Context: an optimization exercise on an open-source flow, tuned for small area, a short achievable clock period and few clock cycles per item. The choices shown serve that exercise and are no tape-out recipe.

Setup of lane 2:
==> flow/design.v <==
module smolbit_mul #(parameter R = 8) (
    input  wire [31:0]   a,
    input  wire [31:0]   x,
    input  wire [R-1:0]  d,
    input  wire          inv,
    output wire [32+R:0] mac
);
    wire [31:0] xi = x ^ {32{inv}};
    assign mac = {{(R+1){1'b0}}, a} + xi * d + {{(32+R){1'b0}}, inv};
endmodule
module smolbit_div (
    input  wire [31:0] u,
    input  wire [4:0]  v,
    output wire [3:0]  k
);
    reg [4:0] l;
    integer i;
    always @* begin
        l = 5'd0;
        for (i = 0; i < 32; i = i + 1)
            if (u[i]) l = i[4:0];
    end
    wire [4:0] q = l / v;
    assign k = q[3:0];
endmodule
module smolbit_arith (
    input  wire        clk,
    input  wire        rst,
    input  wire        in_valid,
    output wire        in_ready,
    input  wire [2:0]  in_mode,
    input  wire [31:0] in_a,
    input  wire [31:0] in_b,
    output reg         out_valid,
    output wire [31:0] out_result
);
    localparam integer R  = 4;           
    localparam integer ND = 32 / R;      
    localparam integer DW = (ND > 4) ? 3 : 2;
    localparam [2:0] M_ADD = 3'd0, M_SUB = 3'd1, M_MUL = 3'd2, M_DIV = 3'd3,
                     M_MOV = 3'd4, M_LDI = 3'd5, M_POW = 3'd6, M_ROOT = 3'd7;
    localparam [2:0] S_IDLE  = 3'd0,
                     S_FAST  = 3'd1,   
                     S_MUL   = 3'd2,   
                     S_DALN  = 3'd3,   
                     S_DSUB  = 3'd4,   
                     S_RINIT = 3'd5,   
                     S_RSET  = 3'd6,   
                     S_RMUL  = 3'd7;   
    reg [2:0]    st;
    reg [31:0]   u, v, x, acc;
    reg          afirst;      
    reg          useu;        
    reg          subf;        
    reg          ispow;
    reg          ph;          
    reg [1:0]    nb;          
    reg [2:0]    e;           
    reg [4:0]    deg;         
    reg [DW-1:0] di;          
    reg [4:0]    cnt;         
    reg [3:0]    j;           
    reg          sgn;         
    reg          tval, tfail, pchk, xlost, ovf;
    assign out_result = acc;
    wire [31:0] addend = useu ? u : (afirst ? 32'd0 : acc);
    wire [31:0] vm = (st == S_RMUL) ? {16'd0, v[15:0]} : v;
    reg  [DW-1:0] lastd;
    integer t;
    always @* begin
        lastd = {DW{1'b0}};
        for (t = 1; t < ND; t = t + 1)
            if (vm[t*R +: R] != {R{1'b0}}) lastd = t[DW-1:0];
    end
    wire         last  = (di == lastd);
    wire [R-1:0] digit = v >> (di * R);
    reg  [R-1:0] d;
    reg          inv;
    always @* begin
        case (st)
        S_MUL, S_RMUL: begin d = digit; inv = 1'b0; end
        S_DSUB:        begin d = 1;     inv = ~sgn; end
        default:       begin d = 1;     inv = subf; end
        endcase
    end
    wire [32+R:0] mac;
    smolbit_mul #(.R(R)) u_mac (.a(addend), .x(x), .d(d), .inv(inv), .mac(mac));
    wire        xgtu = x > u;
    wire [3:0]  k0;
    smolbit_div u_k (.u(u), .v(deg), .k(k0));
    wire        pass  = tval & ~tfail & ~ovf & ~xgtu;
    wire [15:0] rn    = pass ? v[15:0] : v[31:16];
    wire [3:0]  jm    = j - 4'd1;
    wire [15:0] candn = rn | (16'd1 << jm);
    wire        ovfn  = ovf | (mac[32+R:32] != 0) | (xlost & (digit != 0));
    wire        sgnn  = sgn ^ inv ^ mac[32];
    reg fin;
    always @* begin
        case (st)
        S_FAST:  fin = 1'b1;
        S_MUL:   fin = last & (~ispow | ((ph | ~e[2]) & (nb == 2'd1)));
        S_DSUB:  fin = (cnt == 5'd0);
        S_RSET:  fin = (j == 4'd0);
        default: fin = 1'b0;
        endcase
    end
    assign in_ready = (st == S_IDLE) | fin;
    wire accept = in_valid & in_ready;
    function automatic [DW:0] ndig(input [31:0] w);
        integer i;
        begin
            ndig = 0;
            for (i = 0; i < ND; i = i + 1)
                if (w[i*R +: R] != {R{1'b0}}) ndig = i + 1;
        end
    endfunction
    wire swap = ndig(in_a) < ndig(in_b);
    wire b_zero = (in_b == 32'd0);
    wire b_one  = (in_b == 32'd1);
    wire b_ge16 = (in_b[31:4] != 28'd0);
    wire b_ge32 = (in_b[31:5] != 27'd0);
    wire a_zero = (in_a == 32'd0);
    always @(posedge clk) begin
        out_valid <= 1'b0;
        if (rst) begin
            st <= S_IDLE;
        end else begin
            out_valid <= fin;
            case (st)
            S_FAST: begin
                acc <= mac[31:0];
            end
            S_MUL: begin
                acc    <= mac[31:0];
                afirst <= 1'b0;
                if (!last) begin
                    x  <= x << R;
                    di <= di + 1'b1;
                end else if (ispow) begin
                    di     <= 0;
                    afirst <= 1'b1;
                    x      <= mac[31:0];
                    if (!ph && e[2]) begin
                        v  <= u;
                        ph <= 1'b1;
                    end else begin
                        v  <= mac[31:0];
                        ph <= 1'b0;
                        e  <= {e[1:0], 1'b0};
                        nb <= nb - 2'd1;
                    end
                end
            end
            S_DALN: begin
                acc <= 32'd0;
                if (!xgtu && !x[31]) begin
                    x   <= x << 1;
                    cnt <= cnt + 5'd1;
                end else begin
                    st  <= S_DSUB;
                end
            end
            S_DSUB: begin
                u   <= mac[31:0];
                sgn <= sgnn;
                acc <= {acc[30:0], ~sgnn};
                x   <= x >> 1;
                cnt <= cnt - 5'd1;
            end
            S_RINIT: begin
                v[31:16] <= 16'd1 << k0;
                j        <= k0;
                tval     <= 1'b0;
                st       <= S_RSET;
            end
            S_RSET: begin
                if (j == 4'd0) begin
                    acc <= {16'd0, rn};
                end else begin
                    v      <= {rn, candn};
                    x      <= {16'd0, candn};
                    j      <= jm;
                    cnt    <= deg - 5'd1;
                    tval   <= 1'b1;
                    tfail  <= 1'b0;
                    pchk   <= 1'b0;
                    afirst <= 1'b1;
                    di     <= 0;
                    xlost  <= 1'b0;
                    ovf    <= 1'b0;
                    st     <= S_RMUL;
                end
            end
            S_RMUL: begin
                acc    <= mac[31:0];
                afirst <= 1'b0;
                if (di == 0 && pchk && (ovf || xgtu)) begin
                    tfail <= 1'b1;
                    st    <= S_RSET;
                end else if (last) begin
                    x <= mac[31:0];
                    ovf <= ovfn;
                    if (cnt == 5'd1) begin
                        st <= S_RSET;
                    end else begin
                        cnt    <= cnt - 5'd1;
                        afirst <= 1'b1;
                        pchk   <= 1'b1;
                        di     <= 0;
                        xlost  <= 1'b0;
                    end
                end else begin
                    x     <= x << R;
                    di    <= di + 1'b1;
                    ovf   <= ovfn;
                    xlost <= xlost | (x[31:32-R] != 0);
                end
            end
            default: ;
            endcase
            if (fin)
                st <= S_IDLE;
            if (accept) begin
                u      <= in_a;
                afirst <= 1'b1;
                di     <= 0;
                subf   <= 1'b0;
                useu   <= 1'b0;
                ispow  <= 1'b0;
                st     <= S_FAST;
                x      <= in_b;
                case (in_mode)
                M_ADD: useu <= 1'b1;
                M_SUB: begin useu <= 1'b1; subf <= 1'b1; end
                M_MUL: begin
                    st <= S_MUL;
                    x  <= swap ? in_b : in_a;
                    v  <= swap ? in_a : in_b;
                end
                M_DIV: begin
                    if (b_zero) begin
                        x <= 32'd0;
                    end else begin
                        st   <= S_DALN;
                        useu <= 1'b1;
                        sgn  <= 1'b0;
                        cnt  <= 5'd0;
                    end
                end
                M_POW: begin
                    if (b_ge16)      x <= 32'd0;
                    else if (b_zero) x <= 32'd1;
                    else if (b_one)  x <= in_a;
                    else begin
                        st    <= S_MUL;
                        ispow <= 1'b1;
                        ph    <= 1'b0;
                        x     <= in_a;
                        v     <= in_a;
                        if (in_b[3]) begin
                            nb <= 2'd3; e <= in_b[2:0];
                        end else if (in_b[2]) begin
                            nb <= 2'd2; e <= {in_b[1:0], 1'b0};
                        end else begin
                            nb <= 2'd1; e <= {in_b[0], 2'b00};
                        end
                    end
                end
                M_ROOT: begin
                    if (b_zero || a_zero) x <= 32'd0;
                    else if (b_one)       x <= in_a;
                    else if (b_ge32)      x <= 32'd1;
                    else begin
                        st  <= S_RINIT;
                        deg <= in_b[4:0];
                    end
                end
                default: ;    
                endcase
            end
        end
    end
endmodule
==> flow/config.mk <==
export PLATFORM = sky130hd
export DESIGN_NAME = smolbit_arith
export DESIGN_NICKNAME = smolbit_arith
export VERILOG_FILES = /design/flow/design.v
export SDC_FILE = /design/flow/constraint.sdc
export NUM_CORES = 4
export LEC_CHECK = 0
export CAP_MARGIN = 20
export CORE_MARGIN = 2
export CORE_UTILIZATION = 40
export SLEW_MARGIN = 20
==> flow/constraint.sdc <==
create_clock -name core_clock -period 8.0 [get_ports {clk}]
set_input_delay 1.6000 -clock core_clock [delete_from_list [all_inputs] [get_ports {clk}]]
set_output_delay 1.6000 -clock core_clock [all_outputs]
set_load 0.01 [all_outputs]
run.sh (not shown) runs the stock make flow with config.mk's settings and CLKGATE_MAP_FILE= SYNTH_SCRIPT=/design/flow/synth_recipe.tcl, a recipe that flattens the netlist after the stock synthesis.
Lane 2 | stages: all done | timing, DRC, antenna: all pass
The following lists how lane 4 was set up differently from lane 2:
--- a/flow/design.v
+++ b/flow/design.v
@@ -34,7 +34,7 @@
     output reg         out_valid,
     output wire [31:0] out_result
 );
-    localparam integer R  = 4;           
+    localparam integer R  = 8;           
     localparam integer ND = 32 / R;      
     localparam integer DW = (ND > 4) ? 3 : 2;
     localparam [2:0] M_ADD = 3'd0, M_SUB = 3'd1, M_MUL = 3'd2, M_DIV = 3'd3,
[summary]
No stage failed in lane 2, and the final checks on the layout all came back clean.
The flow completed for lane 4, but it is not clean: the layout still shows setup timing.
Lane 2 → lane 4: number of global-route vias before repair up 5119.
Compare lane 2 and lane 4 | length of routed met3 wiring higher: lane 4
Compared with lane 2, lane 4 shows a headroom to the max-slew limit that is 9.8 points higher.
Lane 4 vs lane 2 — finished layout cell area climbed by more than a quarter
Comparing lane 2 and lane 4, the higher minimum setup slack in the final design was measured on lane 2.
Minimum period implied by the final worst setup slack: lane 4 higher than lane 2
Diff lane 2 and lane 4: area of the multi-input gates higher in lane 4
No functional check of the RTL was part of any run of this note.

what the ideal ports hide:
No port has a modelled driver above. Below, the same layouts with a new extraction and two added sets of constraints.
Step 1 assumes that a clkbuf_16 drives the clock port and a buf_2 every other input.
Step 2 adds t to the input delays and takes it off the output delays; t is the mean of the earliest and latest rising clock arrival at the registers after step 1. Input paths then give back, and output paths get back, about the clock's delay inside the block.
Slacks: no drivers / after step 1 / after step 2; pairs: no drivers / after step 1.
run	t (ns)	slack for setup (ns)	worst register clock-pin slew, ns
lane 2	0.518	0.328 / 0.328 / 0.328	0.08 / 0.08
lane 4	0.512	-0.194 / -0.194 / -0.194	0.07 / 0.07
